This is an optimization exercise on Yosys and OpenROAD, whose aim is small area, not a production implementation.
In this exercise RTL edits were held to simulation tests only and were not proved equivalent to the original.
Power is estimated from default activity; no workload was simulated.

## flow/flow/run.sh

```bash
#!/bin/bash
# The standard layout with three changes to how it is made:
#  - synthesis maps logic with an area-oriented ABC script (the yosys script
#    and its register mapping are unchanged; only abc_speed.script differs);
#  - the port buffers use the smallest buffer cell;
#  - CTS builds the tree from clkbuf_4 cells, 11 sinks per leaf buffer,
#    and inserts no dummy loads.
set -euo pipefail
rm -rf scripts_area
cp -r "$FLOW_HOME/scripts" scripts_area
cp flow/abc_area_map.script scripts_area/abc_speed.script
bash standard.sh synth "SCRIPTS_DIR=$PWD/scripts_area" > synth.log 2>&1
bash standard.sh finish \
  "BUFFER_PORTS_ARGS=-buffer_cell sky130_fd_sc_hd__buf_1" \
  "CTS_ARGS=-sink_clustering_enable -repair_clock_nets -sink_clustering_size 10 -sink_clustering_max_diameter 40 -dont_use_dummy_load -buf_list sky130_fd_sc_hd__clkbuf_4" \
  > finish.log 2>&1
```

## flow/flow/abc_area_map.script

```
strash
dch -f
amap
mfs2
strash
dch -f
amap
topo
stime -c
```

## flow/standard.sh

```bash
#!/bin/bash
# synth_recipe.tcl (not shown) runs the flow's synth.tcl, then flattens the netlist and writes it again
# the make line also repeats each setting of config.mk as NAME=value (left out here)
make -C /OpenROAD-flow-scripts/flow DESIGN_CONFIG=/design/flow/config.mk WORK_HOME=/design/flow/orfs CLKGATE_MAP_FILE= SYNTH_SCRIPT=/design/flow/synth_recipe.tcl "${@:-finish}"
```

## flow/config.mk

```make
export PLATFORM = sky130hd
export DESIGN_NAME = cf2_blframer
export DESIGN_NICKNAME = cf2_blframer
export VERILOG_FILES = /design/flow/design.v
export SDC_FILE = /design/flow/constraint.sdc
export NUM_CORES = 4
export LEC_CHECK = 0
export CAP_MARGIN = 20
export CORE_MARGIN = 2
export CORE_UTILIZATION = 40
export PLACE_DENSITY = 0.6
export SLEW_MARGIN = 20
```

## flow/constraint.sdc

```tcl
create_clock -name core_clock -period 8.0 [get_ports {clk}]
set_input_delay 1.6000 -clock core_clock [delete_from_list [all_inputs] [get_ports {clk}]]
set_output_delay 1.6000 -clock core_clock [all_outputs]
set_load 0.01 [all_outputs]
```

## flow/design.v

```verilog
module cf2_blframer (
    input  wire        clk,
    input  wire        rst,           
    input  wire        boot_stay,
    input  wire [31:0] app_word,
    input  wire        rx_valid,
    input  wire [7:0]  rx_data,
    output wire        rx_ready,
    output reg         tx_valid,
    output reg  [7:0]  tx_data,
    input  wire        tx_ready,
    output wire        stg_we,
    output wire        stg_re,
    output wire [13:0] stg_addr,
    output wire [7:0]  stg_wdata,
    input  wire [7:0]  stg_rdata,
    output wire        fc_we,
    output reg  [1:0]  fc_reg,
    output wire [31:0] fc_addr,
    output reg  [31:0] fc_wdata,
    input  wire        fc_busy,
    output wire        diag_valid,
    output wire [1:0]  diag_code,
    output wire        idle,
    output wire        app_mode,
    output wire        fault
);
    localparam [7:0]  SYNC1 = 8'hBC;
    localparam [7:0]  SYNC2 = 8'hCF;
    localparam [31:0] FC_KEY1     = 32'h4567_0123;
    localparam [31:0] FC_KEY2     = 32'hCDEF_89AB;
    localparam [31:0] PROGRAM_CFG = 32'h0000_0201;
    localparam [4:0] S_BOOT = 5'd0, S_APP = 5'd1, S_FAULT = 5'd2,
                     S_SYNC1 = 5'd8, S_SYNC2 = 5'd9, S_TYPE = 5'd10, S_LEN = 5'd11,
                     S_PAY = 5'd12, S_CKLO = 5'd13, S_CKHI = 5'd14, S_CKBAD = 5'd15,
                     S_DWAIT = 5'd3, S_LOAD = 5'd4, S_SEND = 5'd5,
                     W_PAGE = 5'd16, W_PK1 = 5'd20, W_EK2 = 5'd24, W_PK2 = 5'd28,
                     W_ECFG = 5'd17, W_PCFG = 5'd21, W_WORD = 5'd18, W_INC = 5'd19;
    reg [4:0] st;
    wire framing = (st[4:3] == 2'b01);
    wire flash   = st[4];
    reg [7:0] q [0:63];
    reg [5:0] wpos;       
    reg [5:0] hp1;        
    reg       rfull;      
    reg [7:0] d1, d2, d3;
    reg       v1, v2, v3;
    wire [5:0] qdiff = wpos - hp1;
    wire [1:0] pend  = {1'b0, v1} + {1'b0, v2} + {1'b0, v3};
    wire       qfull = (pend == 2'd0) ? rfull : (qdiff == {4'd0, pend});
    wire       qempty = (qdiff == 6'd0) && !rfull && !v1 && !v2 && !v3;
    wire push = rx_valid && !qfull;
    assign rx_ready = !qfull;
    wire       wtap = (wpos[1:0] == 2'd0);
    wire       s3 = v3;
    wire       s2 = !v3 && v2;
    wire       s1 = !v3 && !v2 && v1;
    wire       s0 = !v3 && !v2 && !v1;
    wire       qwr = wtap && (v3 || v2 || v1 || push);
    wire [7:0] qwd = s3 ? d3 : s2 ? d2 : s1 ? d1 : rx_data;
    wire       ring_has = (qdiff != 6'd0) || rfull;
    wire       at_rtap  = (hp1[4:0] == 5'd0);
    wire [7:0] c        = ~(hp1[5] ? q[31] : q[63]);
    wire       want     = framing;
    wire       pop      = want && ring_has && at_rtap;
    integer k;
    always @(posedge clk) begin
        for (k = 0; k < 64; k = k + 1)
            if (k % 4 != 0)
                q[k] <= q[k - 1];
            else if (qwr && wpos[5:2] == k[5:2])
                q[k] <= qwd ^ {8{k[2]}};
            else
                q[k] <= ~q[(k + 63) % 64];
        d1 <= rx_data;
        d2 <= d1;
        d3 <= d2;
    end
    always @(posedge clk) begin
        if (rst) begin
            wpos <= 6'd1;
            hp1  <= 6'd1;
            rfull <= 1'b0;
            v1   <= 1'b0;
            v2   <= 1'b0;
            v3   <= 1'b0;
        end else begin
            if (!qwr) wpos <= wpos + 6'd1;
            if (!pop) hp1  <= hp1 + 6'd1;
            rfull <= rfull ? !pop : (qwr && !pop && qdiff == 6'd1);
            v1 <= push && !(qwr && s0);
            v2 <= v1 && !(qwr && s1);
            v3 <= v2 && !(qwr && s2);
        end
    end
    reg [7:0] p [0:31];
    reg [4:0] pj;
    reg       pw;
    reg [7:0] pwd;
    always @(posedge clk) begin
        p[0] <= pw ? pwd : p[31];
        for (k = 1; k < 32; k = k + 1)
            p[k] <= p[k - 1];
    end
    reg [7:0]  pkt_type;
    reg [5:0]  len;
    reg [7:0]  ck_a, ck_b;
    reg [13:0] addr;
    reg        rgi;        
    reg        bzok;       
    reg        pcy;        
    reg        pc16;       
    reg        zsweep;     
    wire       w_inc = (st == W_INC) && (pj == 5'd5 || pj == 5'd6);
    wire [8:0] p_inc = {1'b0, p[31]} + {8'd0, (pj == 5'd5) ? 1'b1 : pcy};
    wire [5:0] idx = addr[5:0];
    wire [3:0] wf_i = addr[13:10];
    wire [11:0] addr_hi = addr[13:2] + {11'd0, flash || addr[1:0] == 2'd3};
    wire [13:0] addr_n  = {addr_hi, addr[1:0] + 2'd1};
    wire        admit = (len >= 6'd3) && (p[30] == 8'hFF);
    wire [7:0]  opcode = p[29];
    wire [11:0] lb_sum = {1'b0, p[25][2:0], p[26]} + {6'd0, len};
    wire        lb_ok = (len >= 6'd7) && (p[27] == 8'd0) && (p[28] <= 8'd9) &&
                        (p[25][7:3] == 5'd0) && !lb_sum[11] &&
                        (!lb_sum[10] || lb_sum[9:3] == 7'd0);
    wire        dispatch = (st == S_DWAIT) && (pj == 5'd0);
    wire        fslot  = (pj == 5'd12);
    wire [15:0] wf_n   = {p[3], p[4]};
    wire [16:0] pg     = {pc16, p[5], p[6]};
    wire        wf_end = (wf_n == {12'd0, wf_i});
    wire        wf_flt = (wf_i == 4'd10);
    wire        sect   = (pg[16:10] == 7'd0) && (pg[3:0] == 4'd0) &&
                         (pg[9:7] == 3'd0 ? (pg[6:4] <= 3'd4) : (pg[6:4] == 3'd0));
    wire [3:0]  sidx   = (pg[9:7] == 3'd0) ? {1'b0, pg[6:4]} : ({1'b0, pg[9:7]} + 4'd4);
    wire        go     = fslot && bzok && !fc_busy;
    assign fc_we = go && flash && (st != W_INC) && ((st != W_PAGE) || (!wf_end && !wf_flt));
    assign fc_addr = {5'b00001, pg, addr[9:2], 2'b00};
    always @(*) begin
        fc_reg = st[1:0];
        if (st[1])
            fc_wdata = {stg_rdata, p[0], p[1], p[2]};
        else if (st[0])
            fc_wdata = st[2] ? PROGRAM_CFG : (32'h0001_0202 | {25'd0, sidx, 3'd0});
        else
            fc_wdata = st[3] ? FC_KEY2 : FC_KEY1;
    end
    assign stg_we    = (st == S_LOAD) && (pj >= 5'd7);
    assign stg_wdata = p[31];
    assign stg_re    = flash && (pj[4:2] == 3'd2);
    assign stg_addr  = addr;
    wire d_ck = pop && ((st == S_CKHI && c != ck_b) || st == S_CKBAD);
    wire d_lb = dispatch && admit && opcode == 8'h14 && !lb_ok;
    wire d_st = (st == W_PAGE) && fslot && !wf_end && wf_flt;
    assign diag_valid = d_ck || d_lb || d_st;
    assign diag_code  = {d_lb || d_st, d_ck || d_st};
    assign idle     = framing && qempty;
    assign app_mode = (st == S_APP);
    assign fault    = (st == S_FAULT);
    wire [5:0] rlen = rgi ? 6'd24 : 6'd5;
    wire       t_hdr = (idx[5:2] == 4'b1111);
    wire       t_pay = !t_hdr && (idx < rlen);
    wire       t_a   = (idx == rlen);
    reg  [7:0] t_pb;
    always @(*) begin
        t_pb = p[31];
        if (rgi) begin
            case (idx[4:0])
                5'd3:  t_pb = 8'h00;
                5'd4:  t_pb = 8'h04;
                5'd5:  t_pb = 8'h0A;
                5'd6:  t_pb = 8'h00;
                5'd7:  t_pb = 8'h00;
                5'd8:  t_pb = 8'h04;
                5'd9:  t_pb = 8'h10;
                5'd10: t_pb = 8'h00;
                5'd23: t_pb = 8'h10;
                default: ;
            endcase
        end else begin
            if (idx[4:0] == 5'd3) t_pb = 8'h01;
            if (idx[4:0] == 5'd4) t_pb = 8'h00;
        end
    end
    reg [7:0] t_byte;
    always @(*) begin
        if (t_hdr)
            case (idx[1:0])
                2'd0: t_byte = SYNC1;
                2'd1: t_byte = SYNC2;
                2'd2: t_byte = pkt_type;
                default: t_byte = {2'b00, rlen};
            endcase
        else if (t_pay) t_byte = t_pb;
        else if (t_a)   t_byte = ck_a;
        else            t_byte = ck_b;
    end
    wire t_ready = t_hdr || !t_pay || (pj == idx[4:0]);
    wire t_load  = (st == S_SEND) && !tx_valid && t_ready;
    wire t_done  = (st == S_SEND) && tx_valid && tx_ready && (idx == rlen + 6'd1);
    wire       ck_clr = (st == S_TYPE) || ((st == S_SEND) && (idx == 6'd62));
    wire       ck_acc = (pop && (st == S_TYPE || st == S_LEN || st == S_PAY)) ||
                        (t_load && (idx[5:1] == 5'b11111 || t_pay));
    wire [7:0] ck_x   = (st == S_SEND) ? t_byte : c;
    wire [7:0] ck_an  = (ck_clr ? 8'd0 : ck_a) + ck_x;
    wire [7:0] ck_bn  = (ck_clr ? 8'd0 : ck_b) + ck_an;
    always @(*) begin
        pw  = 1'b0;
        pwd = 8'd0;
        if (zsweep) pw = 1'b1;
        if (st == S_PAY && pop) begin
            pw  = 1'b1;
            pwd = c;
        end
        if (flash && (pj == 5'd9 || pj == 5'd10 || pj == 5'd11)) begin
            pw  = 1'b1;
            pwd = stg_rdata;
        end
        if (w_inc) begin
            pw  = 1'b1;
            pwd = p_inc[7:0];
        end
    end
    always @(posedge clk) begin
        if (ck_acc) begin
            ck_a <= ck_an;
            ck_b <= ck_bn;
        end
        if (pop && st == S_TYPE) pkt_type <= c;
        if (pop && st == S_LEN)  len <= c[5:0];
        pj <= (pop && st == S_LEN) ? 5'd0 : pj + 5'd1;
        zsweep <= (pop && st == S_LEN) || (zsweep && pj != 5'd31);
        if (t_load) tx_data <= t_byte;
        if (w_inc) pcy <= p_inc[8];
    end
    always @(posedge clk) begin
        if (rst) begin
            st       <= S_BOOT;
            tx_valid <= 1'b0;
            bzok     <= 1'b0;
            rgi      <= 1'b0;
            addr     <= 14'd0;
            pc16     <= 1'b0;
        end else begin
            if (fc_we && (st == W_WORD || st == W_ECFG))
                bzok <= 1'b0;
            else if (!fc_busy)
                bzok <= 1'b1;
            if (flash) addr[1:0] <= pj[1:0] + 2'd1;
            case (st)
            S_BOOT: st <= (!boot_stay && app_word != 32'hFFFF_FFFF) ? S_APP : S_SYNC1;
            S_SYNC1: if (pop && c == SYNC1) st <= S_SYNC2;
            S_SYNC2: if (pop) st <= (c == SYNC2) ? S_TYPE : S_SYNC1;
            S_TYPE:  if (pop) st <= S_LEN;
            S_LEN:   if (pop) st <= (c > 8'd32) ? S_SYNC1 : (c == 8'd0) ? S_CKLO : S_PAY;
            S_PAY:   if (pop && {1'b0, pj} == len - 6'd1) st <= S_CKLO;
            S_CKLO:  if (pop) st <= (c == ck_a) ? S_CKHI : S_CKBAD;
            S_CKHI:  if (pop) st <= (c == ck_b) ? S_DWAIT : S_SYNC1;
            S_CKBAD: if (pop) st <= S_SYNC1;
            S_DWAIT: if (pj == 5'd0) begin
                st <= S_SYNC1;
                if (admit) begin
                    case (opcode)
                    8'h10: begin st <= S_SEND; rgi <= 1'b1; addr <= 14'd60; end
                    8'h19: begin st <= S_SEND; rgi <= 1'b0; addr <= 14'd60; end
                    8'h14: if (lb_ok && len != 6'd7) begin
                        st   <= S_LOAD;
                        addr <= {p[28][3:0], p[25][1:0], p[26]};
                    end
                    8'h18: begin st <= W_PAGE; addr <= 14'd0; pc16 <= 1'b0; end
                    default: ;
                    endcase
                end
            end
            S_LOAD: if (pj >= 5'd7) begin
                addr <= addr_n;
                if ({1'b0, pj} == len - 6'd1) st <= S_SYNC1;
            end
            W_PAGE: if (fslot) begin
                if (wf_end) begin
                    st <= S_SEND; rgi <= 1'b0; addr <= 14'd60;
                end else if (wf_flt)
                    st <= S_FAULT;
                else if (go)
                    st <= sect ? W_EK2 : W_PK2;
            end
            W_EK2:  if (go) st <= W_ECFG;
            W_ECFG: if (go) st <= W_PK1;
            W_PK1:  if (go) st <= W_PK2;
            W_PK2:  if (go) st <= W_PCFG;
            W_PCFG: if (go) st <= W_WORD;
            W_WORD: if (go) begin
                addr <= addr_n;
                if (addr[9:2] == 8'd255) st <= W_INC;
            end
            W_INC: if (pj == 5'd6) begin
                st <= W_PAGE;
                if (p_inc[8]) pc16 <= 1'b1;
            end
            S_SEND: begin
                if (t_load)
                    tx_valid <= 1'b1;
                else if (tx_valid && tx_ready) begin
                    tx_valid <= 1'b0;
                    addr <= addr_n;
                    if (t_done) st <= S_SYNC1;
                end
            end
            default: ;  
            endcase
        end
    end
endmodule
```

==> metrics.md, run 1 <==
| Metric | Value |
|---|---|
| Initial antenna violation count | `2` |
| Cell Area, Synth | `24200 sq um` |
| Yosys Warn Count | `3` |
| Leak pwr | `10.0 nW` |
| TritonCTS Sinks | `876` |
| # resized after CTS | `0` |
| Post-synth EDFFs | `39` |
| Worst-Margin Slew | `1060 ps` |
| Share of the yosys chip area belonging to registers | `0.741` |
| Largest net degree at the start of global routing | `35` |
| Max cap viols | `0` |
| Final Setup Violations | `0` |
| Pre-antenna DRT Iters | `8` |
| Min Tclk post-route | `about 6300 ps` |
| CORE AREA | `60100 sq um` |
| RSZ-0062 raised after global routing | `false` |
| Port Buffer Count | `153` |
| Syn-to-layout area delta | `9.82%` |
| Total wire length | `~61000 microns` |
| Status | `complete, no violations` |
| Clock transition at the registers of the reported paths | `100 ps` |
| CTS Buf Count | `approximately 110` |
| Primary FF master, synth | `dfxtp_1` |
| Grt total ovfl | `0` |
| Post-DR vias/cell | `5.17` |
| Crit. End Element | `output port` |
| Chip width | `250 microns` |
| Fraction of registers with async set/reset | `0` |
| Skew-Pair Late Insertion Delay | `a little under 900 ps` |
| Iter 0 DRT Violations | `1300` |
| Routed wl met2 | `27900 microns` |
| Total power | `around 8.7 mW` |
| Arrival time at the worst endpoint | `about 4700 ps` |
| Clk buf depth | `3` |
| Critical Path Fanout Max | `12` |
| Root Driver | `clkbuf_4` |
| Fraction of layout cells with a size suffix above 1 | `0.0557` |
| Cell variety after synth | `56` |
| Clock Skews | `105 ps` |
| DP Wirelength | `roughly 43000 microns` |
| DR WL/cell | `20.1 microns` |
| CP Class | `register to output port` |
| Placed insts | `2920` |
| Routed metal-1 wirelength | `26800 microns` |
| Syn_area_per_cell | `12.2 sq um` |
| Hold buffer count at cts | `0` |
| Layout fillers | `5786` |
| Worst VDD drop | `0.169 mV` |
| GRT Util Overall | `0.194` |
| FMAX | `158 MHz` |
| CTS tree | `done` |
| Leading cell type in the layout, fill and taps excluded | `dfxtp_1` |
| CP required | `6400 ps` |
| Synth area leaders | `dfxtp_1, edfxtp_1, o22ai_1` |
| Final Core Density | `0.442` |
| Post-CTS setup buffer count | `0` |
| Row cnt | `90` |
| #FFs+latches synth | `between 800 and 900` |
| Top sig layer | `met4` |
| Hold Crit Class | `register to register` |
| Setup TNS Final | `0 ps` |
| Num ports | `161` |
| Full die area | `between 60000 and 70000 sq um` |
| Vias in the first global route | `15493` |
| Yosys top cell by area | `dfxtp_1` |
| Pins Over Slew Limit | `0` |
| Metal3 WL | `3750 microns` |
| Die Y | `approximately 250 microns` |
| H-tree Lvls | `3` |
| Cell Pwr Density | `329 nW/um^2` |
| Final Wtd Congestion | `0.953` |
| Commonest cells after routing, fill and taps aside | `dfxtp_1, o22ai_1, clkinv_1` |
| Fin nets | `~2400` |
| Final period utilization | `0.793` |
| First-pass GRT wire length | `92000 microns` |
| Final Hold Fails | `0` |
| Slew Limit Headroom | `0.290` |
| Startpoint Class | `register` |
| Remaining DRCs | `0` |
| Syn Inst Count | `1983` |
| Vias | `15667` |
| Yosys top cell area share | `0.692` |
| Final Non-Filler Cells | `3032` |
| Initial Util | `0.402` |
| Final ANT Viol Nets | `0` |
## kinds of logic after synthesis
kind of cell               share of synthesized area
AOI/OAI and AO/OA                              0.116
xor gates and xnor gates                    0.000724
adders and majority gates                     0.0281
buffers and inverters                         0.0324
DFF                                            0.741
other                                       0.000310
and+or+nand+nor                               0.0813
## worst max-delay path, cell delays in order, from the launching register on
cell      delay [ps]
dfxtp_1          540
clkinv_1         310
o22ai_1          790
o22ai_1          160
or4_1            540
nor3_1           150
o221ai_1         270
o21ai_0          400
o21ai_0          280
or2_0            290
buf_1            130
## power breakdown
| group | internal (mW) | switching (mW) |
|---|---|---|
| clock | 0.617 | 1.28 |
| sequential | 5.02 | 0.319 |
| combinational | 0.482 | 1.02 |
## through the flow
stage / setup slack [ps] / hold slack [ps] / instance area [sq um]
floorplan: 2300 / 310 / 24200
global placement: 2490 / 310 / 25800
detailed placement: 2350 / 312 / 25800
CTS: 1640 / 283 / 26600
global route: 1210 / 278 / 26600
finish: 1660 / 284 / 26600
## worst paths after layout
path / startpoint / to / slack, ps / cells after the start
worst min register to register: q[62][0] / q[63][0] / 280 / 0
worst min-delay path: q[62][0] / q[63][0] / 280 / 0
worst max-delay path: hp1[5] / diag_valid / 1660 / 10
worst max register to register: rgi / ck_b[7] / 2290 / 26
## state kept, by name, indices dropped and copies added (netlist names), 6 cells and up
signal    flops
addr         14
p           256
hp1           6
d2            8
wpos          6
len           6
ck_a          8
tx_data       8
pkt_type      8
q           512
ck_b          8
d3            8
d1            8
## final cells by class
cell class / count / area, sq um / share of cell area
Clock buffer: 108 / 811 / 0.0305
Multi-Input combinational cell: 921 / 5510 / 0.207
Inverter: 173 / 649 / 0.0244
Sequential cell: 876 / 17900 / 0.675
Antenna cell: 4 / 10.0 / 0.000377
Timing Repair Buffer: 168 / 688 / 0.0259
Tap cell: 782 / 978 / 0.0368
## Yosys cell counts (all sizes together) (4+ instances only)
cell type / count
dfxtp: 837
o22ai: 175
clkinv: 173
nor2: 164
nand2: 99
o21ai: 62
a21oi: 54
nor3: 52
ha: 48
edfxtp: 39
nand4: 23
nand3: 20
nor4: 20
buf: 18
a211oi: 14
o221ai: 14
a31oi: 12
nor2b: 12
a221oi: 11
or2: 11
a22oi: 10
a222oi: 9
or4: 9
or3: 8
a2111oi: 7
a21o: 7
o21a: 6
o22a: 6
o31ai: 6
and3: 5
o21bai: 5
fa: 4
## per-layer routing
metal  vias to the layer above  track usage
met2                       591        0.312
met4                         0       0.0895
li1                       7481            -
met1                      7449        0.251
met3                       146       0.0407
met5                         -            0
==> run 2: changes to the inputs <==
--- a/flow/flow/run.sh
+++ b/flow/flow/run.sh
@@ -3,7 +3,7 @@
 #  - synthesis maps logic with an area-oriented ABC script (the yosys script
 #    and its register mapping are unchanged; only abc_speed.script differs);
 #  - the port buffers use the smallest buffer cell;
-#  - CTS builds the tree from clkbuf_4 cells, 11 sinks per leaf buffer,
+#  - CTS builds the tree from clkbuf_4 cells, 10 sinks per leaf buffer,
 #    and inserts no dummy loads.
 set -euo pipefail
 rm -rf scripts_area
--- a/flow/config.mk
+++ b/flow/config.mk
@@ -7,6 +7,6 @@
 export LEC_CHECK = 0
 export CAP_MARGIN = 20
 export CORE_MARGIN = 2
-export CORE_UTILIZATION = 40
-export PLACE_DENSITY = 0.6
+export CORE_UTILIZATION = 60
+export PLACE_DENSITY = 0.85
 export SLEW_MARGIN = 20
==> run 2 against run 1 <==
  * Final area decreased by 1.4%
  * Via count increased by 1.1%
  * Critical path depth increased by 3
  * Worst setup slack got worse by 3.7 ps
  * Largest cell class unchanged
  * Largest power group unchanged
  * Highest routed layer unchanged
==> metrics.md, run 2 <==
| Metric | Value |
|---|---|
| CORE AREA | `39700 sq um` |
| Fin nets | `~2300` |
| CP max stage delay | `900 ps` |
| Layout fillers | `about 2900` |
| Proportion of power drawn by combinational gates | `0.169` |
| Setup TNS Final | `0 ps` |
| Critical Path Fanout Max | `8` |
| Final ANT Viol Nets | `0` |
| TritonCTS Sinks | `876` |
| Chip width | `205 microns` |
| Vias in the first global route | `15884` |
| Worst slack, placed | `between 2000 and 2500 ps` |
| Fraction of registers with async set/reset | `0` |
| Crit. End Element | `output port` |
| Slowest cell on the critical path | `a2111oi_0` |
| Row cnt | `between 70 and 80` |
| Fraction of layout cells with a size suffix above 1 | `0.0531` |
| Cell variety after synth | `56` |
| Setup ws final | `1660 ps` |
| RSZ-0062 raised after global routing | `false` |
| Flop pwr share | `0.620` |
| Top-count cell post-synth | `dfxtp_1` |
| Remaining DRCs | `0` |
| Worst-Margin Slew | `1140 ps` |
| Switching Fraction | `0.295` |
| Yosys top cell by area | `dfxtp_1` |
| CP required | `~6400 ps` |
| Yosys top cell area share | `0.692` |
| CP Class | `register to output port` |
| Port Buffer Count | `roughly 150` |
| Leading cell type in the layout, fill and taps excluded | `dfxtp_1` |
| Post-CTS setup buffer count | `0` |
| Max reg flops | `512` |
| P_sw | `2.56 mW` |
| Int Power | `between 6 and 7 mW` |
| Total wire length | `58600 microns` |
| CTS Buf Count | `103` |
| Yosys Warn Count | `3` |
| #FFs+latches synth | `between 800 and 900` |
| Final Non-Filler Cells | `2769` |
| Full die area | `between 40000 and 50000 sq um` |
| Status | `complete, no violations` |
| CP top delay family | `compound AO/OA/AOI/OAI gates` |
| CP Buf/Inv Count | `2` |
| Final Hold Fails | `0` |
| Clk buf depth | `3` |
| CTS tree | `done` |
| Vias | `15841` |
| DP Wirelength | `42200 microns` |
| Hold Crit Class | `register to register` |
| Biggest register | `q` |
| Startpoint Class | `register` |
| Syn-to-layout area delta | `8.32%` |
| Root Driver | `clkbuf_4` |
| FMAX | `158 MHz` |
| First-pass GRT wire length | `89000 microns` |
| Max cap viols | `0` |
| Critical path cell sequence | `clkinv_1, ha_1, nand2_1, o21ai_0, and2_0, nor3_1, a211o_1, a2111oi_0, nand3_1, nand4_1, o21ai_0, or2_0, buf_1` |
| Die Y | `205 microns` |
| Placed insts | `2663` |
| Clock Skews | `115 ps` |
| Final hold slack | `273 ps` |
| Final Wtd Congestion | `0.966` |
| Cell mode on critical path | `o21ai_0` |
| Pre-antenna DRT Iters | `5` |
| GRT Util Overall | `0.282` |
| Total power | `8.66 mW` |
| Arrival time at the worst endpoint | `4740 ps` |
| Worst VDD drop | `0.206 mV` |
| Clock transition at the registers of the reported paths | `100 ps` |
| Cell Pwr Density | `between 300 and 400 nW/um^2` |
| Largest net degree at the start of global routing | `35` |
| Commonest cells after routing, fill and taps aside | `dfxtp_1, o22ai_1, clkinv_1` |
| Leak pwr | `approximately 10 nW` |
| Skew-Pair Late Insertion Delay | `about 850 ps` |
| Cell Area, Synth | `24200 sq um` |
| Pins Over Slew Limit | `0` |
| Final period utilization | `0.793` |
| Post-DR vias/cell | `about 5.7` |
| Synth area leaders | `dfxtp_1, edfxtp_1, o22ai_1` |
| # resized after CTS | `0` |
| H-tree Lvls | `3` |
| Initial Util | `0.609` |
| Min Tclk post-route | `6340 ps` |
| Biggest regs | `q x512, p x256, addr x14` |
| Share of the yosys chip area belonging to registers | `0.741` |
| Clock Power Share | `0.211` |
| Num ports | `161` |
| Iter 0 DRT Violations | `between 1000 and 1500` |
| Primary FF master, synth | `dfxtp_1` |
| Syn_area_per_cell | `12.2 sq um` |
| Hold buffer count at cts | `0` |
| Top cells by count, synth | `dfxtp_1, o22ai_1, clkinv_1` |
| Grt total ovfl | `0` |
| Initial antenna violation count | `4` |
| DR WL/cell | `21.1 microns` |
| Syn Inst Count | `a little under 2000` |
| Post-synth EDFFs | `39` |
| Final Setup Violations | `0` |
| Slew Limit Headroom | `0.218` |
[run 2: cell counts after synthesis]
No cell type changed its count.
[run 2: path summary, 6_finish.rpt]
path,cells past startpoint,start,endpoint,slack [ps]
max,13,hp1[2],diag_valid,1660
min,0,q[62][7],q[63][7],270
max reg2reg,26,rgi,ck_b[7],2270
min reg2reg,0,q[62][7],q[63][7],270
[run 2: kinds of logic after synthesis]
| group | Yosys count | share of synthesized area |
|---|---|---|
| flip-flops | 876 | 0.741 |
| AND/OR/NAND/NOR | 431 | 0.0813 |
| AO/OA/AOI/OAI | 429 | 0.116 |
| buffers and inverters | 191 | 0.0324 |
| adder cells (fa/ha/maj) | 52 | 0.0281 |
| XOR/XNOR | 2 | 0.000724 |
| other | 2 | 0.000310 |
[run 2: routing by layer]
metal | wire, microns | global-route usage | up-vias
met3 | 4050 | 0.0544 | 149
li1 | - | - | 7472
met4 | 2170 | 0.124 | 0
met2 | 28100 | 0.474 | 669
met1 | 24300 | 0.354 | 7551
met5 | 0 | 0 | -
[run 2: power by group through the flow]
stage	clock [mW]	sequential, mW	combinational, mW
after floorplan	0	5.32	0.938
after global placement	0	5.41	1.41
after detailed placement	0	5.45	1.43
after CTS	1.87	5.36	1.44
after global routing	2.04	5.42	1.59
final	1.83	5.36	1.46
[run 2: cell type report]
cell class | count | area [sq um] | share of cell area
sequential | 876 | 17900 | 0.684
multi-input combinational | 921 | 5510 | 0.210
clock buffer | 103 | 773 | 0.0295
timing repair buffer | 168 | 687 | 0.0262
tap | 525 | 657 | 0.0251
inverter | 173 | 649 | 0.0248
antenna | 3 | 7.51 | 0.000286
[run 2: through the flow]
stage	area [sq um]	utilization
floorplan	24200	-
global placement	25400	0.640
detailed placement	25400	0.640
CTS	26200	0.659
global route	26200	0.660
finish	26200	0.660
==> run 3: changes to the inputs <==
==> flow/flow/run.sh (replaced) <==
#!/bin/bash
# The standard layout with three changes to how it is made:
#  - synthesis maps logic with an area-oriented ABC script (the yosys script
#    and its register mapping are unchanged; only abc_speed.script differs);
#  - the port buffers use the smallest buffer cell;
#  - CTS builds the tree from clkbuf_4 cells, 11 sinks per leaf buffer,
#    and inserts no dummy loads.
set -euo pipefail
rm -rf scripts_area
cp -r "$FLOW_HOME/scripts" scripts_area
cp flow/abc_area_map.script scripts_area/abc_speed.script
bash standard.sh synth "SCRIPTS_DIR=$PWD/scripts_area" > synth.log 2>&1
bash standard.sh finish \
  "BUFFER_PORTS_ARGS=-buffer_cell sky130_fd_sc_hd__buf_1" \
  "CTS_ARGS=-sink_clustering_enable -repair_clock_nets -sink_clustering_size 11 -sink_clustering_max_diameter 40 -dont_use_dummy_load -buf_list sky130_fd_sc_hd__clkbuf_4" \
  > finish.log 2>&1
==> run 3 against run 2 <==
  * Still clean
  * Clock power fell by 3%
  * Worst hold slack improved by 15 ps
  * Non-clock buffer count did not move
  * Worst setup slack barely moved
  * Routed wire length barely moved
  * Final cell count fell by 0.14%
  * Count of clock-buffer cells in the layout fell by 7
  * Area after synthesis did not move
==> metrics.md, run 3 <==
| Metric | Value |
|---|---|
| Clock Skews | `125 ps` |
| Max cap viols | `0` |
| Critical Path Fanout Max | `8` |
| Biggest regs | `q x512, p x256, addr x14` |
| Top-count cell post-synth | `dfxtp_1` |
| Full die area | `42000 sq um` |
| Total power | `8.60 mW` |
| Hold buffer count at cts | `0` |
| Slowest cell on the critical path | `a2111oi_0` |
| Yosys top cell area share | `0.692` |
| Initial antenna violation count | `5` |
| Final Wtd Congestion | `a little under 1` |
| Final Setup Violations | `0` |
| Largest net degree at the start of global routing | `35` |
| Synth area leaders | `dfxtp_1, edfxtp_1, o22ai_1` |
| Setup TNS Final | `0 ps` |
| RR Startpoint | `rgi` |
| Fraction of registers with async set/reset | `0` |
| Final Hold Fails | `0` |
| Syn_area_per_cell | `12.2 sq um` |
| Worst R2R Setup Slack | `approximately 2400 ps` |
| Worst-case reg-to-reg path depth | `26` |
| Final ANT Viol Nets | `0` |
| Skew-Pair Late Insertion Delay | `840 ps` |
| Post-synth EDFFs | `39` |
| Num ports | `around 160` |
| Startpoint Class | `register` |
| Max reg flops | `512` |
| Post-CTS setup buffer count | `0` |
| Post-Synth Simple-Gate Area | `0.0813` |
| Layout fillers | `2905` |
| Clock transition at the registers of the reported paths | `around 110 ps` |
| Total wire length | `just under 60000 microns` |
| CORE AREA | `roughly 40000 sq um` |
| CP Class | `register to output port` |
| Status | `complete, no violations` |
| Yosys Warn Count | `3` |
| CTS Buf Count | `96` |
| Post-Synth Adder-Cell Area | `0.0281` |
| CP top delay family | `compound AO/OA/AOI/OAI gates` |
| DR WL/cell | `21.2 microns` |
| GRT Util Overall | `0.281` |
| Worst hold endpoint | `q[63][7]` |
| Clk buf depth | `3` |
| Register area | `17900 sq um` |
| Biggest register | `q` |
| Iter 0 DRT Violations | `1228` |
| Initial Util | `0.609` |
| Critical path cell sequence | `clkinv_1, ha_1, nand2_1, o21ai_0, and2_0, nor3_1, a211o_1, a2111oi_0, nand3_1, nand4_1, o21ai_0, or2_0, buf_1` |
| CP max stage delay | `900 ps` |
| DP Wirelength | `42200 microns` |
| Final Core Density | `0.659` |
| Fin nets | `about 2300` |
| WHS Path Cells | `0` |
| R2R Path End | `ck_b[7]` |
| Remaining DRCs | `0` |
| Placed insts | `2663` |
| Arrival time at the worst endpoint | `4740 ps` |
| Cell Pwr Density | `between 300 and 400 nW/um^2` |
| Top cells by count, synth | `dfxtp_1, o22ai_1, clkinv_1` |
| First-pass GRT wire length | `88900 microns` |
| Chip width | `205 microns` |
| Primary FF master, synth | `dfxtp_1` |
| Cell variety after synth | `56` |
| Post-DR vias/cell | `5.76` |
| RSZ-0062 raised after global routing | `false` |
| Die Y | `just over 200 microns` |
| Share of the yosys chip area belonging to registers | `0.741` |
| Row cnt | `73` |
| Leak pwr | `9.95 nW` |
| FMAX | `158 MHz` |
| Hold Crit Class | `register to register` |
| CTS tree | `done` |
| Grt total ovfl | `0` |
| Vias | `15926` |
| Mux contribution to synthesized area | `0` |
| Largest family of logic cells by synthesized area | `compound AO/OA/AOI/OAI gates` |
| Fraction of layout cells with a size suffix above 1 | `0.0501` |
| Min Tclk post-route | `6340 ps` |
| Syn-to-layout area delta | `8.14%` |
| #FFs+latches synth | `876` |
| Root Driver | `clkbuf_4` |
| Pre-antenna DRT Iters | `5` |
| Worst-Margin Slew | `1160 ps` |
| Commonest cells after routing, fill and taps aside | `dfxtp_1, o22ai_1, clkinv_1` |
| TritonCTS Sinks | `876` |
| # resized after CTS | `0` |
| Final period utilization | `0.793` |
| Port Buffer Count | `about 150` |
| Leading cell type in the layout, fill and taps excluded | `dfxtp_1` |
| CP Buf/Inv Count | `2` |
| Vias in the first global route | `15788` |
| Worst VDD drop | `0.223 mV` |
| Final Non-Filler Cells | `2765` |
| Synth Area in XOR/XNOR | `0.000724` |
| Cell Area, Synth | `24200 sq um` |
| Pins Over Slew Limit | `0` |
| Multi-input gate area | `5510 sq um` |
| Slew Limit Headroom | `0.207` |
| Yosys top cell by area | `dfxtp_1` |
| Worst hold path startpoint | `q[62][7]` |
| Cell mode on critical path | `o21ai_0` |
| CP required | `6400 ps` |
| Post-synthesis compound-gate area fraction | `0.116` |
| Crit. End Element | `output port` |
| Syn Inst Count | `1983` |
| H-tree Lvls | `3` |
-- run 3: cell count changes in the layout (fill, tap and decap cells not counted), sizes merged --
cell,previous run,this run
diode,3,6
clkbuf,103,96
-- run 3: stage by stage --
step | setup slack (ps) | hold WS, ps | cell area, sq um
5_1_grt | 1380 | 279 | 26200
3_3_place_gp | 2560 | 310 | 25400
2_1_floorplan | 2300 | 310 | 24200
4_1_cts | 1720 | 296 | 26200
3_5_place_dp | 2420 | 312 | 25400
6_report | 1660 | 288 | 26200
-- run 3: power by group --
part / switching, mW / leakage (nW) / total [mW] / internal [mW]
sequential: 0.339 / 7.31 / 5.36 / 5.03
combinational: 0.978 / 2.19 / 1.46 / 0.483
clock: 1.23 / 0.442 / 1.78 / 0.552
total: 2.54 / 9.95 / 8.60 / 6.06
-- run 3: worst reg2reg max path: cells and delay by family, from the launching register on --
| family | cells | cell delay, ps |
|---|---|---|
| AOI/OAI and AO/OA | 15 | 2780 |
| adders and majority gates | 3 | 980 |
| buffers and inverters | 5 | 930 |
| DFF | 1 | 470 |
| and+or+nand+nor | 3 | 280 |
-- run 3: final cells by class --
cell class	instances	area share
repair buffers	168	0.0262
clock buffers	96	0.0275
multi-input cells	921	0.211
flip-flops and latches	876	0.685
inverters	173	0.0248
diodes	6	0.000574
well taps	525	0.0251
-- run 3: logic make-up after synthesis --
group | Yosys count
AOI/OAI and AO/OA | 429
adders and majority gates | 52
and+or+nand+nor | 431
xor gates and xnor gates | 2
other | 2
DFF | 876
buffers and inverters | 191
-- run 3: worst max-delay path by stage --
stage	startpoint	endpoint	slack, ps	depth (start not counted)
floorplan	rgi	ck_b[7]	2300	25
global placement	rgi	ck_b[7]	2560	26
detailed placement	rgi	ck_b[7]	2420	26
CTS	hp1[2]	diag_valid	1720	13
global route	st[1]	diag_code[1]	1380	8
finish	hp1[2]	diag_valid	1660	13
-- run 3: metal layers --
layer / part of all wire / up-vias / track usage
met4: 0.037 / 0 / 0.120
li1: - / 7460 / -
met5: 0 / - / 0
met2: 0.48 / 707 / 0.479
met1: 0.41 / 7610 / 0.352
met3: 0.066 / 149 / 0.0519
==> run 4: changes to the inputs <==
--- a/flow/flow/run.sh
+++ b/flow/flow/run.sh
@@ -12,5 +12,5 @@
 bash standard.sh synth "SCRIPTS_DIR=$PWD/scripts_area" > synth.log 2>&1
 bash standard.sh finish \
   "BUFFER_PORTS_ARGS=-buffer_cell sky130_fd_sc_hd__buf_1" \
-  "CTS_ARGS=-sink_clustering_enable -repair_clock_nets -sink_clustering_size 11 -sink_clustering_max_diameter 40 -dont_use_dummy_load -buf_list sky130_fd_sc_hd__clkbuf_4" \
+  "CTS_ARGS=-sink_clustering_enable -repair_clock_nets -sink_clustering_size 11 -sink_clustering_max_diameter 35 -dont_use_dummy_load -buf_list sky130_fd_sc_hd__clkbuf_4" \
   > finish.log 2>&1
--- a/flow/config.mk
+++ b/flow/config.mk
@@ -7,6 +7,6 @@
 export LEC_CHECK = 0
 export CAP_MARGIN = 20
 export CORE_MARGIN = 2
-export CORE_UTILIZATION = 60
-export PLACE_DENSITY = 0.85
+export CORE_UTILIZATION = 40
+export PLACE_DENSITY = 0.6
 export SLEW_MARGIN = 20
==> run 4 against run 3 <==
  * Critical endpoint unchanged
  * Final area increased by 1.5%
  * Critical path depth shrank 3
  * Sequential cell count did not move
  * Largest cell class unchanged
==> metrics.md, run 4 <==
| Metric | Value |
|---|---|
| Full die area | `62500 sq um` |
| Fin area | `26600 sq um` |
| P_sw | `2.60 mW` |
| Pre-antenna DRT Iters | `6` |
| Remaining DRCs | `0` |
| Leak pwr | `10.0 nW` |
| Root Driver | `clkbuf_4` |
| Initial Util | `0.402` |
| Worst hold path startpoint | `q[9][1]` |
| Cell Pwr Density | `328 nW/um^2` |
| Port Buffer Count | `between 150 and 200` |
| Worst-Margin Slew | `approximately 1100 ps` |
| Top-count cell post-synth | `dfxtp_1` |
| Critical path cell sequence | `clkinv_1, o22ai_1, o22ai_1, or4_1, nor3_1, o221ai_1, o21ai_0, o21ai_0, or2_0, buf_1` |
| Final period utilization | `0.795` |
| Top cells by count, synth | `dfxtp_1, o22ai_1, clkinv_1` |
| Arrival time at the worst endpoint | `around 4800 ps` |
| RSZ-0062 raised after global routing | `false` |
| Max reg flops | `512` |
| Initial antenna violation count | `2` |
| Fin nets | `about 2400` |
| Iter 0 DRT Violations | `~1200` |
| GRT Util Overall | `0.193` |
| Leading cell type in the layout, fill and taps excluded | `dfxtp_1` |
| Status | `complete, no violations` |
| Grt total ovfl | `0` |
| Post-placement cell area | `25800 sq um` |
| Largest net degree at the start of global routing | `35` |
| Syn-to-layout area delta | `9.78%` |
| Post-CTS setup buffer count | `0` |
| DP Wirelength | `43400 microns` |
| Pins Over Slew Limit | `0` |
| Final Setup Violations | `0` |
| Cell variety after synth | `56` |
| CTS tree | `done` |
| Final Hold Fails | `0` |
| FMAX | `157 MHz` |
| TritonCTS Sinks | `876` |
| Clock Power Share | `0.216` |
| Row cnt | `90` |
| Hold buffer count at cts | `0` |
| CP Class | `register to output port` |
| Min Tclk post-route | `6360 ps` |
| Clk buf depth | `3` |
| Worst slack, placed | `2350 ps` |
| CTS Buf Count | `between 100 and 150` |
| Max cap viols | `0` |
| Setup TNS Final | `0 ps` |
| Final ANT Viol Nets | `0` |
| Biggest register | `q` |
| Total power | `8.72 mW` |
| CP max stage delay | `around 800 ps` |
| RR Startpoint | `rgi` |
| Cell Area, Synth | `approximately 24000 sq um` |
| Critical Path Fanout Max | `12` |
| Num ports | `161` |
| Post-synth EDFFs | `39` |
| Worst VDD drop | `0.173 mV` |
| CORE AREA | `60100 sq um` |
| Vias in the first global route | `15530` |
| Clock Skews | `about 120 ps` |
| Syn Inst Count | `1983` |
| Biggest regs | `q x512, p x256, addr x14` |
| #FFs+latches synth | `876` |
| Crit. End Element | `output port` |
| Fraction of layout cells with a size suffix above 1 | `0.0552` |
| Vias | `~16000` |
| Primary FF master, synth | `dfxtp_1` |
| Yosys top cell by area | `dfxtp_1` |
| DR WL/cell | `around 20 microns` |
| Hold Crit Class | `register to register` |
| Yosys Warn Count | `3` |
| H-tree Lvls | `3` |
| First-pass GRT wire length | `91800 microns` |
| Int Power | `6.12 mW` |
| Final Wtd Congestion | `0.953` |
| Commonest cells after routing, fill and taps aside | `dfxtp_1, o22ai_1, clkinv_1` |
| Setup ws final | `1640 ps` |
| Post-DR vias/cell | `5.15` |
| Proportion of power drawn by combinational gates | `0.172` |
| Slowest cell on the critical path | `o22ai_1` |
| Yosys top cell area share | `0.692` |
| Startpoint Class | `register` |
| Clock transition at the registers of the reported paths | `roughly 110 ps` |
| Switching Fraction | `0.299` |
| Chip width | `250 microns` |
| Skew-Pair Late Insertion Delay | `880 ps` |
| Share of the yosys chip area belonging to registers | `0.741` |
| CP required | `6400 ps` |
| # resized after CTS | `0` |
| Synth area leaders | `dfxtp_1, edfxtp_1, o22ai_1` |
| Fraction of registers with async set/reset | `0` |
| Die Y | `250 microns` |
| Flop pwr share | `0.613` |
| Layout fillers | `5781` |
| Slew Limit Headroom | `0.279` |
| Setup crit start | `hp1[5]` |
| Total wire length | `60900 microns` |
| Syn_area_per_cell | `approximately 12 sq um` |
## run 4: cell counts after synthesis
No cell type changed its count.
## run 4: per-stage QoR
step | hold slack (ps) | std cells | util
after floorplan | 310 | 1988 | -
after global placement | 310 | 2920 | 0.428
after detailed placement | 312 | 2920 | 0.428
after CTS | 274 | 3027 | 0.442
after global routing | 272 | 3029 | 0.442
final | 278 | 3030 | 0.442
## run 4: cell families (layout without fill, tap and decap cells)
kind of cell / Yosys count / count (layout) / share of synthesized area
DFF: 876 / 876 / 0.741
and+or+nand+nor: 431 / 431 / 0.0813
AOI/OAI and AO/OA: 429 / 429 / 0.116
buffers and inverters: 191 / 448 / 0.0324
adders and majority gates: 52 / 52 / 0.0281
other: 2 / 10 / 0.000310
xor gates and xnor gates: 2 / 2 / 0.000724
## run 4: cell type report
| type | count | area (sq um) | area share |
|---|---|---|---|
| sequential | 876 | 17900 | 0.675 |
| multi-input combinational | 921 | 5510 | 0.208 |
| tap | 782 | 978 | 0.0368 |
| clock buffer | 107 | 803 | 0.0302 |
| timing repair buffer | 168 | 688 | 0.0259 |
| inverter | 173 | 649 | 0.0244 |
| antenna | 3 | 7.51 | 0.000283 |
## run 4: power groups by stage
stage / Combinational (mW) / Sequential [mW] / Clock (mW)
3_5_place_dp: 1.47 / 5.43 / 0
6_report: 1.50 / 5.35 / 1.88
5_1_grt: 1.64 / 5.41 / 2.14
2_1_floorplan: 0.938 / 5.32 / 0
4_1_cts: 1.48 / 5.34 / 1.96
3_3_place_gp: 1.46 / 5.42 / 0
## run 4: worst paths after layout
| kind | to | slack (ps) | depth (start not counted) |
|---|---|---|---|
| worst min register to register | q[10][1] | 280 | 0 |
| worst max register to register | ck_b[7] | 2280 | 26 |
| worst min-delay path | q[10][1] | 280 | 0 |
| worst max-delay path | diag_valid | 1640 | 10 |
## run 4: worst max-delay path, delay by kind of cell, from the launching register on
kind,cells,cell delay [ps]
AOI/OAI and AO/OA,5,1940
and+or+nand+nor,3,980
DFF,1,540
buffers and inverters,2,440
## run 4: metal layers
metal  track usage  wire (microns)  vias up
met5             0               0        -
met4        0.0895            2770        0
met3        0.0448            3850      143
met2         0.309           27700      592
met1         0.249           26600     7403
li1              -               -     7465

## re-timing with driven ports
In the flow no input, the clock included, has a driving cell. The finished layouts below were timed again as built, in two steps.
Step 1, drivers: a clkbuf_16 drives clk and a buf_2 each remaining input, both assumed.
Step 2, shift: input delay + t, output delay - t, t = (earliest + latest rising clock arrival at the registers) / 2. This alone moves slack from input paths to output paths.
a / b / c = no drivers / after step 1 / after step 2; a / b = the first two.
run	t (ns)	setup slack, ns	worst setup path after step 2	clock arrival spread, ns	cell pins on the clock port's net
run 1	0.892	1.660 / 1.607 / 2.287	register to register	0.105 / 0.105	1
run 2	0.837	1.656 / 1.607 / 2.268	register to register	0.115 / 0.115	1
run 3	0.826	1.656 / 1.609 / 2.406	register to register	0.128 / 0.129	1
run 4	0.877	1.638 / 1.586 / 2.280	register to register	0.119 / 0.119	1
After both steps every run listed still meets setup and hold.
